Context: an optimization exercise on an open-source flow, tuned for small area and a short achievable clock period. The choices shown serve that exercise and are no tape-out recipe.
Function was checked by simulation only, so behaviour that the tests miss may differ from the original.
No activity file was given, so power comes from the tool's default toggle rates.

==> job 4316: inputs <==
Design pipe5_core, start of the top module:
module pipe5_core (
    input  wire        clk,
    input  wire        rst,
    output wire        imem_en,
    output wire [9:0]  imem_addr,
    input  wire [31:0] imem_data,
    output wire        dmem_req,
    output wire        dmem_we,
    output wire [19:0] dmem_addr,
    output wire [31:0] dmem_wdata,
    input  wire        dmem_ready,
    input  wire [31:0] dmem_rdata,
    output wire        retire,
    output wire        wb_we,
    output wire [3:0]  wb_rd,
    output wire [31:0] wb_data,
    output wire        halted
);
    localparam [7:0] OP_SUB = 8'd1, OP_AND = 8'd2, OP_OR = 8'd3, OP_XOR = 8'd4;
    localparam [7:0] OP_MUL = 8'd5,  OP_SLL = 8'd6, OP_SRA = 8'd7, OP_SRL = 8'd8;
    localparam [7:0] OP_BEQ = 8'd9,  OP_BNE = 8'd10, OP_BLT = 8'd11, OP_BGT = 8'd12;
    localparam [7:0] OP_BLE = 8'd13, OP_BGE = 8'd14, OP_JAL = 8'd15;
  ...
export LEC_CHECK = 0
export CAP_MARGIN = 20
export CORE_MARGIN = 2
export CORE_UTILIZATION = 40
export PLACE_DENSITY = 0.6
export SETUP_SLACK_MARGIN = 5
export SLEW_MARGIN = 20
export SYNTH_HIERARCHICAL = 1
create_clock -name core_clock -period 11.0 [get_ports {clk}]
run.sh (not shown) runs the stock make flow with config.mk's settings and CLKGATE_MAP_FILE= SYNTH_SCRIPT=/design/flow/synth_recipe.tcl, a recipe that flattens the netlist after the stock synthesis.
==> job 1410: changes against job 4316 <==
--- a/flow/config.mk
+++ b/flow/config.mk
@@ -9,6 +9,5 @@
 export CORE_MARGIN = 2
 export CORE_UTILIZATION = 40
 export PLACE_DENSITY = 0.6
-export SETUP_SLACK_MARGIN = 5
 export SLEW_MARGIN = 20
 export SYNTH_HIERARCHICAL = 1
==> summary of the runs <==
In clock power, job 1410 and job 4316 hardly differ. In synthesized cell count, job 1410 and job 4316 do not differ. Job 1410 passed the timing, DRC and antenna checks. Job 4316 passed the timing, DRC and antenna checks. In job 1410 the maximum frequency is smaller than in job 4316, by 14%. Of job 4316 and job 1410, job 1410 has the higher count of clock-buffer cells in the layout (gap 1). Of job 1410 and job 4316, job 4316 has the higher register-to-register slack (gap 0.67 ns). Sequential share of layout area: job 1410 is higher than job 4316 (0.35 points). Die area is the same in job 4316 and job 1410.

---

==> inputs of pepper <==
pipe5_core, a different RTL version from the one above (not shown whole).
## pipe5_core
module pipe5_core (
    input  wire        clk,
    input  wire        rst,
    output wire        imem_en,
    output wire [9:0]  imem_addr,
    input  wire [31:0] imem_data,
    output wire        dmem_req,
    output wire        dmem_we,
    output wire [19:0] dmem_addr,
    output wire [31:0] dmem_wdata,
    input  wire        dmem_ready,
    input  wire [31:0] dmem_rdata,
    output wire        retire,
    output wire        wb_we,
    output wire [3:0]  wb_rd,
    output wire [31:0] wb_data,
    output wire        halted
);
    localparam [7:0] OP_SUB = 8'd1, OP_AND = 8'd2, OP_OR = 8'd3, OP_XOR = 8'd4;
    localparam [7:0] OP_MUL = 8'd5,  OP_SLL = 8'd6, OP_SRA = 8'd7, OP_SRL = 8'd8;
    localparam [7:0] OP_BEQ = 8'd9,  OP_BNE = 8'd10, OP_BLT = 8'd11, OP_BGT = 8'd12;
    localparam [7:0] OP_BLE = 8'd13, OP_BGE = 8'd14, OP_JAL = 8'd15;
    localparam [7:0] OP_LW  = 8'd16, OP_SW  = 8'd17, OP_HALT = 8'd20;
    reg [9:0]  pc;
    reg        redir_pend;
    reg [9:0]  redir_tgt_q;
    reg        stop_fetch;
    reg        halted_q;
    reg        dec_stall;    
    reg        fe_base;      
    reg        id_v;
    reg [31:0] id_ir;
    reg [9:0]  id_link;      
    reg        ex_v;
    reg [3:0]  ex_dest;      
    reg        ex_lw, ex_sw, ex_halt;
    reg        ex_mul, ex_and, ex_or, ex_xor, ex_shr, ex_sra;
    reg [31:0] ea, eb;
    reg [4:0]  es;           
    reg        mem_v;
    reg [3:0]  mem_dest;
    reg        mem_lw, mem_sw, mem_acc, mem_halt;
    reg [31:0] ms, mc;       
    reg        wb_v;
    reg [3:0]  wb_dest;
    reg        wb_we_q;
    reg        wb_halt;
    reg [31:0] wb_res;
    reg [31:0] x [2:15];
    function rrd;
        input [7:0] op;
        rrd = (op >= OP_BEQ && op <= OP_JAL) || op == OP_SW;
    endfunction
    function hz;
        input [3:0]  d;
        input [31:0] ir;
        begin
            hz = (d != 4'd0) &&
                 (d == ir[19:16] || d == ir[15:12] ||
                  (rrd(ir[31:24]) && d == ir[23:20]));
        end
    endfunction
    wire [7:0] id_op = id_ir[31:24];
    wire [3:0] id_rd = id_ir[23:20];
    wire [3:0] id_rs = id_ir[19:16];
    wire [3:0] id_rt = id_ir[15:12];
    wire [31:0] id_imm = {{20{id_ir[11]}}, id_ir[11:0]};
    wire [3:0] id_dest_raw = (id_op <= OP_SRL || id_op == OP_LW) ? id_rd :
                             (id_op == OP_JAL) ? 4'd15 : 4'd0;
  ...
clock: 11.0 ns
lec_check: 0
cap_margin: 20
core_margin: 2
core_utilization: 60
place_density: 0.7
setup_slack_margin: 5
slew_margin: 20
synth_hierarchical: 1
==> garnet: changes against pepper <==
==> flow/flow/run.sh (new file) <==
#!/bin/bash
# Layout: the standard flow with these changes:
# - after the standard synthesis, every combinational cell is set to the
#   smallest drive of its family (flow/downsize.py; the logic is unchanged,
#   flip-flops are untouched); timing repair later upsizes what needs it;
# - the input and output ports are buffered with sky130_fd_sc_hd__buf_2
#   cells instead of the clkdlybuf4s50_1 delay cells that buffer_ports picks
#   by default (every port still gets its own buffer);
# - timing repair aims for 6 ns of setup slack at the design's period
#   (config.mk's SETUP_SLACK_MARGIN stops at 5).
# The clock, its period and the I/O constraints are the standard flow's, unchanged.
# Logs: synth.log, downsize.log and standard.log here, and each ORFS step's
# log under orfs/logs.
set -euo pipefail
ARGS=("BUFFER_PORTS_ARGS=-buffer_cell sky130_fd_sc_hd__buf_2" SETUP_SLACK_MARGIN=6)
bash standard.sh "${ARGS[@]}" synth > synth.log 2>&1
R=$PWD/orfs/results/$FLOW_PLATFORM/pipe5_core/base
cp "$R/1_2_yosys.v" "$R/1_2_yosys.std.v"
python3 flow/downsize.py "$FLOW_HOME/platforms/$FLOW_PLATFORM/lib/sky130_fd_sc_hd__tt_025C_1v80.lib" "$R/1_2_yosys.v" > downsize.log 2>&1
rm -f "$R/1_synth.odb" "$R/1_synth.sdc"
bash standard.sh "${ARGS[@]}" finish > standard.log 2>&1
==> flow/flow/downsize.py (new file) <==
#!/usr/bin/env python3
# Rewrites the synthesized netlist so that every combinational cell is the
# smallest-area cell of its family (same function and pins, e.g. a22oi_2 ->
# a22oi_1). Flip-flops, latches and tie cells are left alone. Timing repair
# later upsizes the cells that need it.
# usage: downsize.py LIB NETLIST
import re, sys
lib, net = sys.argv[1], sys.argv[2]
t = open(lib).read()
area = {}
for m in re.finditer(r'cell \("(sky130_fd_sc_hd__\w+)"\)', t):
    a = re.search(r'area\s*:\s*([\d.]+)', t[m.end():m.end() + 20000])
    if a:
        area[m.group(1)] = float(a.group(1))
fam = {}
for c in area:
    m = re.match(r'(.*)_(\d+)$', c)
    if m:
        fam.setdefault(m.group(1), []).append(c)
keep = re.compile(r'sky130_fd_sc_hd__(e?dfx|dfr|dfs|dfb|sdf|sedf|dl|conb|lpflow|tap|fill|decap|probe|clk)')
v = open(net).read()
out = []
changed = 0
for line in v.split('\n'):
    m = re.match(r'^(\s*)(sky130_fd_sc_hd__\w+)(\s.*)$', line)
    if m:
        c = m.group(2)
        f = re.match(r'(.*)_(\d+)$', c)
        if not keep.match(c) and f and f.group(1) in fam:
            best = min(fam[f.group(1)], key=lambda x: (area[x], x))
            if area[best] < area[c]:
                line = m.group(1) + best + m.group(3)
                changed += 1
    out.append(line)
open(net, 'w').write('\n'.join(out))
print(f"downsize: {changed} cells changed")
==> flow/standard.sh (new file) <==
#!/bin/bash
# synth_recipe.tcl (not shown) runs the flow's synth.tcl, then flattens the netlist and writes it again
# the make line also repeats each setting of config.mk as NAME=value (left out here)
make -C /OpenROAD-flow-scripts/flow DESIGN_CONFIG=/design/flow/config.mk WORK_HOME=/design/flow/orfs CLKGATE_MAP_FILE= SYNTH_SCRIPT=/design/flow/synth_recipe.tcl "${@:-finish}"
- CORE_UTILIZATION: 60 -> 45
- CTS_BUF_LIST: not set -> sky130_fd_sc_hd__clkbuf_8
- CTS_CLUSTER_SIZE: not set -> 24
- PLACE_DENSITY: 0.7 -> 0.65
removed: flow/run.sh
==> umber: changes against pepper <==
--- a/flow/design.v
+++ b/flow/design.v
@@ -81,17 +81,16 @@
                                x[5][gb], x[4][gb], x[3][gb], x[2][gb], id_imm[gb]};
             rbit u_ra (.d(col), .s(sel_a[15:1]), .o(op_a[gb]));
             rbit u_rb (.d(col), .s(sel_b[15:1]), .o(op_b[gb]));
             rbit u_rd (.d(col), .s(sel_d[15:1]), .o(op_d[gb]));
         end
     endgenerate
-    wire        id_br  = id_op >= OP_BEQ && id_op <= OP_BGE;
-    wire        id_inv = id_op == OP_SUB || id_br;
+    wire        id_inv = id_op == OP_SUB;
     wire [31:0] id_sum = op_a + (op_b ^ {32{id_inv}}) + {31'd0, id_inv};
     wire        br_eq  = op_a == op_b;
-    wire        br_lt  = (op_a[31] ^ op_b[31]) ? op_a[31] : id_sum[31];
+    wire        br_lt  = $signed(op_a) < $signed(op_b);
     reg taken;
     always @(*) begin
         case (id_op)
             OP_BEQ:  taken = br_eq;
             OP_BNE:  taken = !br_eq;
             OP_BLT:  taken = br_lt;
@@ -1097,13 +1096,13 @@
                     ex_sw   <= id_v && id_op == OP_SW;
                     ex_halt <= id_v && id_op == OP_HALT;
                     id_v    <= fetch_en;
                 end
             end
             if (fetch_en) begin
-                pc         <= redir_valid ? redir_tgt : pc_inc;
+                pc         <= redir_now ? op_d[9:0] : redir_pend ? redir_tgt_q : pc_inc;
                 redir_pend <= 1'b0;
             end else begin
                 redir_pend  <= redir_valid;
                 redir_tgt_q <= redir_tgt;
             end
             if (halt_now)
==> flow/flow/run.sh (new file) <==
#!/bin/bash
# Layout: the standard flow with these changes:
# - after the standard synthesis, every combinational cell is set to the
#   smallest drive of its family (flow/downsize.py; the logic is unchanged,
#   flip-flops are untouched); timing repair later upsizes what needs it;
# - the input and output ports are buffered with sky130_fd_sc_hd__buf_2
#   cells instead of the clkdlybuf4s50_1 delay cells that buffer_ports picks
#   by default (every port still gets its own buffer);
# - timing repair aims for 6 ns of setup slack at the design's period
#   (config.mk's SETUP_SLACK_MARGIN stops at 5);
# - clock tree synthesis does not add dummy loads.
# The clock, its period and the I/O constraints are the standard flow's, unchanged.
# Logs: synth.log, downsize.log and standard.log here, and each ORFS step's
# log under orfs/logs.
set -euo pipefail
ARGS=("BUFFER_PORTS_ARGS=-buffer_cell sky130_fd_sc_hd__buf_2" SETUP_SLACK_MARGIN=6
      "CTS_ARGS=-sink_clustering_enable -repair_clock_nets -dont_use_dummy_load")
bash standard.sh "${ARGS[@]}" synth > synth.log 2>&1
R=$PWD/orfs/results/$FLOW_PLATFORM/pipe5_core/base
cp "$R/1_2_yosys.v" "$R/1_2_yosys.std.v"
python3 flow/downsize.py "$FLOW_HOME/platforms/$FLOW_PLATFORM/lib/sky130_fd_sc_hd__tt_025C_1v80.lib" "$R/1_2_yosys.v" > downsize.log 2>&1
rm -f "$R/1_synth.odb" "$R/1_synth.sdc"
bash standard.sh "${ARGS[@]}" finish > standard.log 2>&1
==> flow/flow/downsize.py (new file) <==
#!/usr/bin/env python3
# Rewrites the synthesized netlist so that every combinational cell is the
# smallest-area cell of its family (same function and pins, e.g. a22oi_2 ->
# a22oi_1). Flip-flops, latches and tie cells are left alone. Timing repair
# later upsizes the cells that need it.
# usage: downsize.py LIB NETLIST
import re, sys
lib, net = sys.argv[1], sys.argv[2]
t = open(lib).read()
area = {}
for m in re.finditer(r'cell \("(sky130_fd_sc_hd__\w+)"\)', t):
    a = re.search(r'area\s*:\s*([\d.]+)', t[m.end():m.end() + 20000])
    if a:
        area[m.group(1)] = float(a.group(1))
fam = {}
for c in area:
    m = re.match(r'(.*)_(\d+)$', c)
    if m:
        fam.setdefault(m.group(1), []).append(c)
keep = re.compile(r'sky130_fd_sc_hd__(e?dfx|dfr|dfs|dfb|sdf|sedf|dl|conb|lpflow|tap|fill|decap|probe|clk)')
v = open(net).read()
out = []
changed = 0
for line in v.split('\n'):
    m = re.match(r'^(\s*)(sky130_fd_sc_hd__\w+)(\s.*)$', line)
    if m:
        c = m.group(2)
        f = re.match(r'(.*)_(\d+)$', c)
        if not keep.match(c) and f and f.group(1) in fam:
            best = min(fam[f.group(1)], key=lambda x: (area[x], x))
            if area[best] < area[c]:
                line = m.group(1) + best + m.group(3)
                changed += 1
    out.append(line)
open(net, 'w').write('\n'.join(out))
print(f"downsize: {changed} cells changed")
==> flow/standard.sh (new file) <==
#!/bin/bash
# synth_recipe.tcl (not shown) runs the flow's synth.tcl, then flattens the netlist and writes it again
# the make line also repeats each setting of config.mk as NAME=value (left out here)
make -C /OpenROAD-flow-scripts/flow DESIGN_CONFIG=/design/flow/config.mk WORK_HOME=/design/flow/orfs CLKGATE_MAP_FILE= SYNTH_SCRIPT=/design/flow/synth_recipe.tcl "${@:-finish}"
- CORE_UTILIZATION: 60 -> 45
- PLACE_DENSITY: 0.7 -> 0.65
removed: flow/run.sh
==> amber: changes against pepper <==
==> flow/flow/run.sh (new file) <==
#!/bin/bash
# Layout: the standard flow (standard synthesis, floorplan, place, CTS,
# route, finish) with two changes:
# - the input and output ports are buffered with sky130_fd_sc_hd__buf_2
#   cells instead of the clkdlybuf4s50_1 delay cells that buffer_ports picks
#   by default (every port still gets its own buffer);
# - timing repair aims for 6 ns of setup slack at the design's period
#   (config.mk's SETUP_SLACK_MARGIN stops at 5).
# The clock, its period and the I/O constraints are the standard flow's, unchanged.
# The make output goes to standard.log; ORFS keeps each step's log under
# orfs/logs.
set -euo pipefail
bash standard.sh "BUFFER_PORTS_ARGS=-buffer_cell sky130_fd_sc_hd__buf_2" \
    SETUP_SLACK_MARGIN=6 finish > standard.log 2>&1
==> flow/standard.sh (new file) <==
#!/bin/bash
# synth_recipe.tcl (not shown) runs the flow's synth.tcl, then flattens the netlist and writes it again
# the make line also repeats each setting of config.mk as NAME=value (left out here)
make -C /OpenROAD-flow-scripts/flow DESIGN_CONFIG=/design/flow/config.mk WORK_HOME=/design/flow/orfs CLKGATE_MAP_FILE= SYNTH_SCRIPT=/design/flow/synth_recipe.tcl "${@:-finish}"
removed: flow/run.sh
==> summary.txt <==
| item | garnet | pepper | amber | umber |
|---|---|---|---|---|
| Run status | complete, no violations | complete, no violations | complete, no violations | complete, no violations |
| Post-synthesis instance area | 49200 µm² | 50800 µm² | 50800 µm² | 49700 µm² |
| Commonest non-fill, non-tap cell in the layout | sky130_fd_sc_hd__a22oi_1 | sky130_fd_sc_hd__edfxtp_1 | sky130_fd_sc_hd__edfxtp_1 | sky130_fd_sc_hd__a22oi_1 |
| Non-clock inverter count | 136 | 134 | 136 | 155 |
| Launch point of the worst reg-to-reg path | id_ir[13]$_DFFE_PP_ | id_ir[16]$_DFFE_PP_ | id_ir[14]$_DFFE_PP_ | eb[19]$_DFFE_PN_ |
| Final total power | 17.1 mW | 16.7 mW | 17.5 mW | 17.4 mW |
| Switching power | 7.41 mW | 7.25 mW | 7.58 mW | 7.57 mW |
| Final hold slack | 452 ps | 450 ps | 446 ps | 452 ps |
| Routed WL | 208000 µm | 200000 µm | 211000 µm | 209000 µm |
| Proportion of netlist area held by the largest area contributor | - | 0.372 | 0.372 | - |
| Required time at the endpoint of the critical path | 11740 ps | 11550 ps | 11560 ps | 11370 ps |
| Maximum level of the CTS H-tree | 4 | 3 | 3 | 3 |
| Total number of nets in the final design | 5333 | 5087 | 5266 | 5349 |
| Share of the final layout cell area in multi-input gates | 0.494 | 0.511 | 0.508 | 0.504 |
| Maximum number of pins on one net before global-route repair | 70 | 73 | 67 | 73 |
| Starting density of the core | 0.453 | 0.606 | 0.606 | 0.455 |
| Reg2reg setup slack | 5400 ps | 5170 ps | 5620 ps | 5740 ps |
| Flip-flop cell with the highest count after synthesis | - | sky130_fd_sc_hd__edfxtp_1 | sky130_fd_sc_hd__edfxtp_1 | - |
| Asr flop ratio synth | - | 0 | 0 | - |
| Switching part of the total | 0.434 | 0.435 | 0.434 | 0.435 |
| Flop and latch count out of synthesis | - | 711 | 711 | - |
| Maximum frequency from static timing analysis | 179 MHz | 172 MHz | 186 MHz | 190 MHz |

[afterwards: timing with drivers on the ports]
Ports are ideal in the flow. The routed layouts listed here were re-timed in OpenROAD.
Step 1: set_driving_cell puts a clkbuf_16 on clk and a buf_2 on each other input, an assumption about the parent block.
Step 2 adds t to the input delays and takes it off the output delays; t is the mean of the earliest and latest rising clock arrival at the registers after step 1. Input paths then give back, and output paths get back, about the clock's delay inside the block.
a / b / c = ideal / step 1 / step 2; a / b = the first two.
| run | shift t [ns] | setup WS [ns] | worst setup path after step 2 |
|---|---|---|---|
| job 4316 | 0.772 | 5.092 / 5.092 / 5.092 | register to register |
| job 1410 | 0.774 | 4.095 / 4.017 / 4.418 | register to register |
| pepper | 0.717 | 5.175 / 5.175 / 5.175 | register to register |
| garnet | 0.911 | 5.402 / 5.402 / 5.402 | register to register |
| umber | 0.698 | 5.744 / 5.744 / 5.744 | register to register |
| amber | 0.724 | 5.621 / 5.621 / 5.621 | register to register |
After both steps every run listed still meets setup and hold.
